Source: an optimization exercise on an open RTL-to-GDS flow (aim: small area and few clock cycles). Production flows keep margins and buffers that such runs may drop. Function was checked by simulation only, so behaviour that the tests miss may differ from the original. No activity file was given, so power comes from the tool's default toggle rates.

==> amber: inputs <==
==> flow/design.v <==
module klb_rx (
    input  wire        clk,
    input  wire        rst,              
    input  wire        in_valid,
    input  wire [7:0]  in_data,
    output wire        in_ready,
    output wire        out_valid,
    output wire [7:0]  out_data,
    input  wire        out_ready,
    output reg  [7:0]  length_errors,
    output reg  [7:0]  crc_errors,
    output reg  [7:0]  sequence_errors,
    output reg  [7:0]  overflow_errors
);
    localparam MAXP = 128;               
    localparam QD   = 4;                 
    localparam QW   = 2;                 
    localparam [7:0] FEND  = 8'hC0;
    localparam [7:0] FESC  = 8'hDB;
    localparam [7:0] TFEND = 8'hDC;
    localparam [7:0] TFESC = 8'hDD;
    localparam [1:0] F_LEN  = 2'd0,
                     F_BODY = 2'd1,
                     F_RSSI = 2'd2,
                     F_ST1  = 2'd3;
    localparam [2:0] O_OPEN  = 3'd0,
                     O_CMD   = 3'd1,
                     O_DATA  = 3'd2,
                     O_ESC   = 3'd3,
                     O_CLOSE = 3'd4;
    reg [1:0]  fstate;
    reg [7:0]  brem;             
    reg        bfirst;           
    reg        blen_ok;          
    reg        bovf;             
    reg        bseq;             
    reg        bcd0;             
    reg        in_chain;
    reg [7:0]  prev_cd;
    reg        ph;
    reg        wclr;             
    reg [7:0]  wp;               
    reg [7:0]  cs;               
    reg [7:0]  rd;               
    reg [7:0]  rd_lo;            
    reg [15:0] rd_hi;            
    reg [7:0]    qend [0:QD-1];
    reg [QW-1:0] qhead, qtail;
    reg [QW:0]   qcount;
    reg [2:0]  ostate;
    wire       cfull  = (wp[6:0] == cs[6:0]) && (wp[7] != cs[7]);   
    wire [7:0] used   = wp - rd;
    wire       full   = used[7];                  
    wire       clr0   = !full;                    
    wire       clr1   = !full && (used != 8'd127);   
    wire       qfull  = qcount[QW];
    wire       qany   = (qcount != 0);
    wire       payload = (fstate == F_BODY) && !bfirst && blen_ok;
    wire       store   = payload && !cfull;
    wire blk_ok  = blen_ok && in_data[7] && !bseq && !bovf;
    wire done    = blk_ok && bcd0;
    assign in_ready = !((store && (full || !wclr)) || (fstate == F_ST1 && qfull && done));
    wire accept = in_valid && in_ready;
    wire judge  = accept && (fstate == F_ST1);
    wire push   = judge && done;
    wire       wr = accept && store;
    wire [7:0] wd = in_data ^ {8{ph}};
    wire [7:0] d_even = (wr && !wp[0]) ? wd : 8'hFF;
    wire [7:0] d_odd  = (wr &&  wp[0]) ? wd : 8'hFF;
    wire [7:0] cur_q;
    klb_rx_store u_store (
        .clk(clk), .clr0(clr0), .clr1(clr1), .wp(wp[6:0]),
        .d_even(d_even), .d_odd(d_odd), .rd_lo(rd_lo), .rd_hi(rd_hi),
        .cur_q(cur_q)
    );
    wire [7:0] oend = qend[qhead] ^ {8{ph}};
    wire [7:0] cur  = cur_q ^ {8{ph}};
    wire       spec = (cur == FEND) || (cur == FESC);
    wire [7:0] rdn  = rd + 8'd1;
    wire       last = (rdn == oend);
    reg [7:0] out_byte;
    always @(*) begin
        case (ostate)
            O_CMD:   out_byte = 8'h00;
            O_DATA:  out_byte = spec ? FESC : cur;
            O_ESC:   out_byte = (cur == FEND) ? TFEND : TFESC;
            default: out_byte = FEND;
        endcase
    end
    assign out_valid = qany || (in_valid && fstate == F_ST1 && done);
    assign out_data  = out_byte;
    wire send = out_valid && out_ready;
    wire pop  = send && (ostate == O_CLOSE);
    wire radv = send && ((ostate == O_DATA && !spec) || ostate == O_ESC);
    integer i;
    always @(posedge clk) begin
        ph <= rst ? 1'b0 : ~ph;
        for (i = 0; i < QD; i = i + 1)
            qend[i] <= ~((qend[i] | {8{push && qtail == i}}) &
                         ((wp ^ {8{ph}}) | {8{qfull || qtail != i}}));
    end
    always @(posedge clk) begin
        if (rst) begin
            fstate          <= F_LEN;
            brem            <= 8'd0;
            bfirst          <= 1'b0;
            blen_ok         <= 1'b0;
            bovf            <= 1'b0;
            bseq            <= 1'b0;
            bcd0            <= 1'b0;
            in_chain        <= 1'b0;
            prev_cd         <= 8'd0;
            wp              <= 8'd0;
            wclr            <= 1'b0;
            cs              <= 8'd0;
            rd              <= 8'd0;
            rd_lo           <= 8'd1;
            rd_hi           <= 16'd1;
            qhead           <= {QW{1'b0}};
            qtail           <= {QW{1'b0}};
            qcount          <= {(QW+1){1'b0}};
            ostate          <= O_OPEN;
            length_errors   <= 8'd0;
            crc_errors      <= 8'd0;
            sequence_errors <= 8'd0;
            overflow_errors <= 8'd0;
        end else begin
            if (accept) begin
                case (fstate)
                F_LEN: begin
                    brem    <= in_data;
                    bfirst  <= 1'b1;
                    blen_ok <= (in_data != 8'd0) && (in_data[7:5] == 3'd0);
                    bovf    <= 1'b0;
                    fstate  <= (in_data == 8'd0) ? F_RSSI : F_BODY;
                end
                F_BODY: begin
                    bfirst <= 1'b0;
                    if (bfirst) begin
                        bseq    <= in_chain && (in_data != prev_cd - 8'd1);
                        bcd0    <= (in_data == 8'd0);
                        prev_cd <= in_data;
                    end
                    if (store)
                        wp <= wp + 8'd1;
                    if (payload && cfull)
                        bovf <= 1'b1;
                    brem <= brem - 8'd1;
                    if (brem == 8'd1)
                        fstate <= F_RSSI;
                end
                F_RSSI: fstate <= F_ST1;
                default: begin       
                    fstate <= F_LEN;
                    if (!blen_ok)
                        length_errors <= length_errors + 8'd1;
                    else if (!in_data[7])
                        crc_errors <= crc_errors + 8'd1;
                    else if (bseq)
                        sequence_errors <= sequence_errors + 8'd1;
                    else if (bovf)
                        overflow_errors <= overflow_errors + 8'd1;
                    in_chain <= blk_ok && !done;
                    if (!blk_ok)
                        wp <= cs;            
                    if (done) begin
                        cs    <= wp;         
                        qtail <= qtail + 1'b1;
                    end
                end
                endcase
            end
            if (judge && !blk_ok)
                wclr <= 1'b0;
            else if (wr)
                wclr <= clr1;
            else
                wclr <= clr0;
            if (radv) begin
                rd    <= rdn;
                rd_lo <= {rd_lo[6:0], rd_lo[7]};
                if (rd_lo[7])
                    rd_hi <= {rd_hi[14:0], rd_hi[15]};
            end
            if (send) begin
                case (ostate)
                O_OPEN: ostate <= O_CMD;
                O_CMD:  ostate <= (rd == oend) ? O_CLOSE : O_DATA;
                O_DATA: if (spec)
                            ostate <= O_ESC;
                        else if (last)
                            ostate <= O_CLOSE;
                O_ESC:  ostate <= last ? O_CLOSE : O_DATA;
                default: begin       
                    ostate <= O_OPEN;
                    qhead  <= qhead + 1'b1;
                end
                endcase
            end
            qcount <= qcount + {{QW{1'b0}}, push} - {{QW{1'b0}}, pop};
        end
    end
endmodule
module klb_rx_store (
    input  wire        clk,
    input  wire        clr0,             
    input  wire        clr1,             
    input  wire [6:0]  wp,
    input  wire [7:0]  d_even,           
    input  wire [7:0]  d_odd,            
    input  wire [7:0]  rd_lo,            
    input  wire [15:0] rd_hi,            
    output reg  [7:0]  cur_q
);
    reg [7:0]  buffer [0:127];
    reg  [127:0] clr;
    reg  [7:0]   wl, wm;
    reg  [15:0]  wh;
    integer i;
    always @(*) begin
        for (i = 0; i < 8; i = i + 1)
            wl[i] = (wp[2:0] == i);
        for (i = 0; i < 16; i = i + 1)
            wh[i] = (wp[6:3] == i);
        wm[0] = 1'b0;
        for (i = 1; i < 8; i = i + 1)
            wm[i] = (wl[i] && clr0) || (wl[i-1] && clr1);
        for (i = 0; i < 128; i = i + 1)
            if (i % 8 != 0)
                clr[i] = wh[i/8] && wm[i%8];
            else
                clr[i] = (wh[i/8] && wl[0] && clr0) ||
                         (wh[(i/8+15)%16] && wl[7] && clr1);
    end
    always @(posedge clk)
        for (i = 0; i < 128; i = i + 1)
            buffer[i] <= ~(({8{clr[i]}} & ((i % 2) ? d_odd : d_even)) | buffer[i]);
    reg [7:0] grp;
    integer j, k;
    always @(*) begin
        cur_q = 8'd0;
        for (j = 0; j < 16; j = j + 1) begin
            grp = 8'd0;
            for (k = 0; k < 8; k = k + 1)
                grp = grp | (buffer[8*j+k] & {8{rd_lo[k]}});
            cur_q = cur_q | (grp & {8{rd_hi[j]}});
        end
    end
endmodule
==> flow/run.sh <==
#!/bin/bash
# synth_recipe.tcl (not shown) runs the flow's synth.tcl, then flattens the netlist and writes it again
# the make line also repeats each setting of config.mk as NAME=value (left out here)
make -C /OpenROAD-flow-scripts/flow DESIGN_CONFIG=/design/flow/config.mk WORK_HOME=/design/flow/orfs CLKGATE_MAP_FILE= SYNTH_SCRIPT=/design/flow/synth_recipe.tcl finish
==> flow/config.mk <==
export PLATFORM = sky130hd
export DESIGN_NAME = klb_rx
export DESIGN_NICKNAME = klb_rx
export VERILOG_FILES = /design/flow/design.v
export SDC_FILE = /design/flow/constraint.sdc
export NUM_CORES = 4
export LEC_CHECK = 0
export CAP_MARGIN = 20
export CORE_MARGIN = 2
export CORE_UTILIZATION = 40
export CTS_BUF_LIST = sky130_fd_sc_hd__clkbuf_16
export CTS_CLUSTER_DIAMETER = 80
export CTS_CLUSTER_SIZE = 24
export SLEW_MARGIN = 20
export SYNTH_HIERARCHICAL = 1
==> flow/constraint.sdc <==
create_clock -name core_clock -period 8.0 [get_ports {clk}]
set_input_delay 1.6000 -clock core_clock [delete_from_list [all_inputs] [get_ports {clk}]]
set_output_delay 1.6000 -clock core_clock [all_outputs]
set_load 0.01 [all_outputs]
==> lagoon: changes against amber <==
==> flow/design.v, changed modules only <==
module klb_rx (
    input  wire        clk,
    input  wire        rst,              
    input  wire        in_valid,
    input  wire [7:0]  in_data,
    output wire        in_ready,
    output wire        out_valid,
    output wire [7:0]  out_data,
    input  wire        out_ready,
    output reg  [7:0]  length_errors,
    output reg  [7:0]  crc_errors,
    output reg  [7:0]  sequence_errors,
    output reg  [7:0]  overflow_errors
);
    localparam MAXP = 128;               
    localparam QD   = 4;                 
    localparam QW   = 2;                 
    localparam [7:0] FEND  = 8'hC0;
    localparam [7:0] FESC  = 8'hDB;
    localparam [7:0] TFEND = 8'hDC;
    localparam [7:0] TFESC = 8'hDD;
    localparam [1:0] F_LEN  = 2'd0,
                     F_BODY = 2'd1,
                     F_RSSI = 2'd2,
                     F_ST1  = 2'd3;
    localparam [2:0] O_OPEN  = 3'd0,
                     O_CMD   = 3'd1,
                     O_DATA  = 3'd2,
                     O_ESC   = 3'd3,
                     O_CLOSE = 3'd4;
    reg [1:0]  fstate;
    reg [7:0]  brem;             
    reg        bfirst;           
    reg        blen_ok;          
    reg        bovf;             
    reg        bseq;             
    reg        bcd0;             
    reg        in_chain;
    reg [7:0]  prev_cd;
    reg [7:0]  buffer [0:MAXP-1];
    reg        ph;
    reg        wclr;             
    reg [7:0]  wp;               
    reg [7:0]  cs;               
    reg [7:0]  rd;               
    reg [7:0]  rd_lo;            
    reg [15:0] rd_hi;            
    reg [7:0]    qend [0:QD-1];
    reg [QW-1:0] qhead, qtail;
    reg [QW:0]   qcount;
    reg [2:0]  ostate;
    wire       cfull  = (wp[6:0] == cs[6:0]) && (wp[7] != cs[7]);   
    wire [7:0] used   = wp - rd;
    wire       full   = used[7];                  
    wire       clr0   = !full;                    
    wire       clr1   = !full && (used != 8'd127);   
    wire       qfull  = qcount[QW];
    wire       qany   = (qcount != 0);
    wire       payload = (fstate == F_BODY) && !bfirst && blen_ok;
    wire       store   = payload && !cfull;
    wire blk_ok  = blen_ok && in_data[7] && !bseq && !bovf;
    wire done    = blk_ok && bcd0;
    assign in_ready = !((store && (full || !wclr)) || (fstate == F_ST1 && qfull && done));
    wire accept = in_valid && in_ready;
    wire judge  = accept && (fstate == F_ST1);
    wire push   = judge && done;
    reg [7:0] cur_q;
    reg [7:0] grp;
    integer j, k;
    always @(*) begin
        cur_q = 8'd0;
        for (j = 0; j < 16; j = j + 1) begin
            grp = 8'd0;
            for (k = 0; k < 8; k = k + 1)
                grp = grp | (buffer[8*j+k] & {8{rd_lo[k]}});
            cur_q = cur_q | (grp & {8{rd_hi[j]}});
        end
    end
    wire [7:0] oend = qend[qhead] ^ {8{ph}};
    wire [7:0] cur  = cur_q ^ {8{ph}};
    wire       spec = (cur == FEND) || (cur == FESC);
    wire [7:0] rdn  = rd + 8'd1;
    wire       last = (rdn == oend);
    reg [7:0] out_byte;
    always @(*) begin
        case (ostate)
            O_CMD:   out_byte = 8'h00;
            O_DATA:  out_byte = spec ? FESC : cur;
            O_ESC:   out_byte = (cur == FEND) ? TFEND : TFESC;
            default: out_byte = FEND;
        endcase
    end
    assign out_valid = qany || (in_valid && fstate == F_ST1 && done);
    assign out_data  = out_byte;
    wire send = out_valid && out_ready;
    wire pop  = send && (ostate == O_CLOSE);
    wire radv = send && ((ostate == O_DATA && !spec) || ostate == O_ESC);
    wire       wr = accept && store;
    wire [7:0] wd = in_data ^ {8{ph}};
    wire [7:0] d_even = (wr && !wp[0]) ? wd : 8'hFF;
    wire [7:0] d_odd  = (wr &&  wp[0]) ? wd : 8'hFF;
    wire [6:0] wp1 = wp[6:0] + 7'd1;
    reg  [MAXP-1:0] clr;
    integer i;
    always @(*)
        for (i = 0; i < MAXP; i = i + 1)
            clr[i] = (clr0 && wp[6:0] == i) || (clr1 && wp1 == i);
    always @(posedge clk) begin
        ph <= rst ? 1'b0 : ~ph;
        for (i = 0; i < MAXP; i = i + 1)
            buffer[i] <= ~(({8{clr[i]}} & ((i % 2) ? d_odd : d_even)) | buffer[i]);
        for (i = 0; i < QD; i = i + 1)
            qend[i] <= ~((qend[i] | {8{push && qtail == i}}) &
                         ((wp ^ {8{ph}}) | {8{qfull || qtail != i}}));
    end
    always @(posedge clk) begin
        if (rst) begin
            fstate          <= F_LEN;
            brem            <= 8'd0;
            bfirst          <= 1'b0;
            blen_ok         <= 1'b0;
            bovf            <= 1'b0;
            bseq            <= 1'b0;
            bcd0            <= 1'b0;
            in_chain        <= 1'b0;
            prev_cd         <= 8'd0;
            wp              <= 8'd0;
            wclr            <= 1'b0;
            cs              <= 8'd0;
            rd              <= 8'd0;
            rd_lo           <= 8'd1;
            rd_hi           <= 16'd1;
            qhead           <= {QW{1'b0}};
            qtail           <= {QW{1'b0}};
            qcount          <= {(QW+1){1'b0}};
            ostate          <= O_OPEN;
            length_errors   <= 8'd0;
            crc_errors      <= 8'd0;
            sequence_errors <= 8'd0;
            overflow_errors <= 8'd0;
        end else begin
            if (accept) begin
                case (fstate)
                F_LEN: begin
                    brem    <= in_data;
                    bfirst  <= 1'b1;
                    blen_ok <= (in_data != 8'd0) && (in_data[7:5] == 3'd0);
                    bovf    <= 1'b0;
                    fstate  <= (in_data == 8'd0) ? F_RSSI : F_BODY;
                end
                F_BODY: begin
                    bfirst <= 1'b0;
                    if (bfirst) begin
                        bseq    <= in_chain && (in_data != prev_cd - 8'd1);
                        bcd0    <= (in_data == 8'd0);
                        prev_cd <= in_data;
                    end
                    if (store)
                        wp <= wp + 8'd1;
                    if (payload && cfull)
                        bovf <= 1'b1;
                    brem <= brem - 8'd1;
                    if (brem == 8'd1)
                        fstate <= F_RSSI;
                end
                F_RSSI: fstate <= F_ST1;
                default: begin       
                    fstate <= F_LEN;
                    if (!blen_ok)
                        length_errors <= length_errors + 8'd1;
                    else if (!in_data[7])
                        crc_errors <= crc_errors + 8'd1;
                    else if (bseq)
                        sequence_errors <= sequence_errors + 8'd1;
                    else if (bovf)
                        overflow_errors <= overflow_errors + 8'd1;
                    in_chain <= blk_ok && !done;
                    if (!blk_ok)
                        wp <= cs;            
                    if (done) begin
                        cs    <= wp;         
                        qtail <= qtail + 1'b1;
                    end
                end
                endcase
            end
            if (judge && !blk_ok)
                wclr <= 1'b0;
            else if (wr)
                wclr <= clr1;
            else
                wclr <= clr0;
            if (radv) begin
                rd    <= rdn;
                rd_lo <= {rd_lo[6:0], rd_lo[7]};
                if (rd_lo[7])
                    rd_hi <= {rd_hi[14:0], rd_hi[15]};
            end
            if (send) begin
                case (ostate)
                O_OPEN: ostate <= O_CMD;
                O_CMD:  ostate <= (rd == oend) ? O_CLOSE : O_DATA;
                O_DATA: if (spec)
                            ostate <= O_ESC;
                        else if (last)
                            ostate <= O_CLOSE;
                O_ESC:  ostate <= last ? O_CLOSE : O_DATA;
                default: begin       
                    ostate <= O_OPEN;
                    qhead  <= qhead + 1'b1;
                end
                endcase
            end
            qcount <= qcount + {{QW{1'b0}}, push} - {{QW{1'b0}}, pop};
        end
    end
endmodule
// module klb_rx_store removed
--- a/flow/config.mk
+++ b/flow/config.mk
@@ -7,9 +7,9 @@
 export LEC_CHECK = 0
 export CAP_MARGIN = 20
 export CORE_MARGIN = 2
-export CORE_UTILIZATION = 40
+export CORE_UTILIZATION = 65
 export CTS_BUF_LIST = sky130_fd_sc_hd__clkbuf_16
 export CTS_CLUSTER_DIAMETER = 80
 export CTS_CLUSTER_SIZE = 24
+export PLACE_DENSITY = 0.75
 export SLEW_MARGIN = 20
-export SYNTH_HIERARCHICAL = 1
==> qor summary <==
                                                                                  amber                   lagoon
Result of the run                                                          finished clean           finished clean
Count of distinct cell types in the synthesized netlist                                71                       69
Non-clock buffering overhead in the final layout                                   2.428%                   3.115%
CP max stage cell                                              sky130_fd_sc_hd__a2111oi_0  sky130_fd_sc_hd__nor4_1
Initial cell density of the core                                                   40.39%                   65.76%
Highest fanout seen on the critical path                                               60                       62
Mean Syn Cell Area                                                              9.829 µm²                9.985 µm²
Share of the clock period used by the worst path after layout                      90.98%                   95.18%
Design Power                                                                     9.732 mW                 9.904 mW
Final hold slack                                                                0.4114 ns                0.4103 ns
Worst-case headroom to the max-slew limit                                          10.39%                   12.16%
Setup Skew                                                                     0.02690 ns               0.03980 ns
Number of fill cells in the layout                                                  9,567                    4,804
Multiplexer area fraction after synthesis                                         0.7951%                   1.376%
Testbench counts of amber, summed over its fixed seeds: cycles 27,083.
Testbench counts of lagoon, summed over its fixed seeds: cycles 27,083.

==> static timing again, ports no longer ideal <==
How much do the figures lean on ideal ports? The routed layouts below were timed once more, with nothing changed but the port constraints.
Step 1: set_driving_cell puts a clkbuf_16 on clk and a buf_2 on each other input, an assumption about the parent block.
Step 2 adds t to the input delays and takes it off the output delays; t is the mean of the earliest and latest rising clock arrival at the registers after step 1. Input paths then give back, and output paths get back, about the clock's delay inside the block.
Three values: ideal ports, drivers, drivers and shift; two values: the first two.
run	t (ns)	setup slack, ns	worst hold slack (ns)	latest minus earliest clock arrival (ns)	worst slew at a driven data input, ns
amber	0.746	0.721 / 0.653 / 1.400	0.411 / 0.411 / 0.411	0.027 / 0.027	0.04
lagoon	0.740	0.386 / 0.320 / 1.061	0.410 / 0.410 / 0.410	0.041 / 0.041	0.05
After both steps every run listed still meets setup and hold.
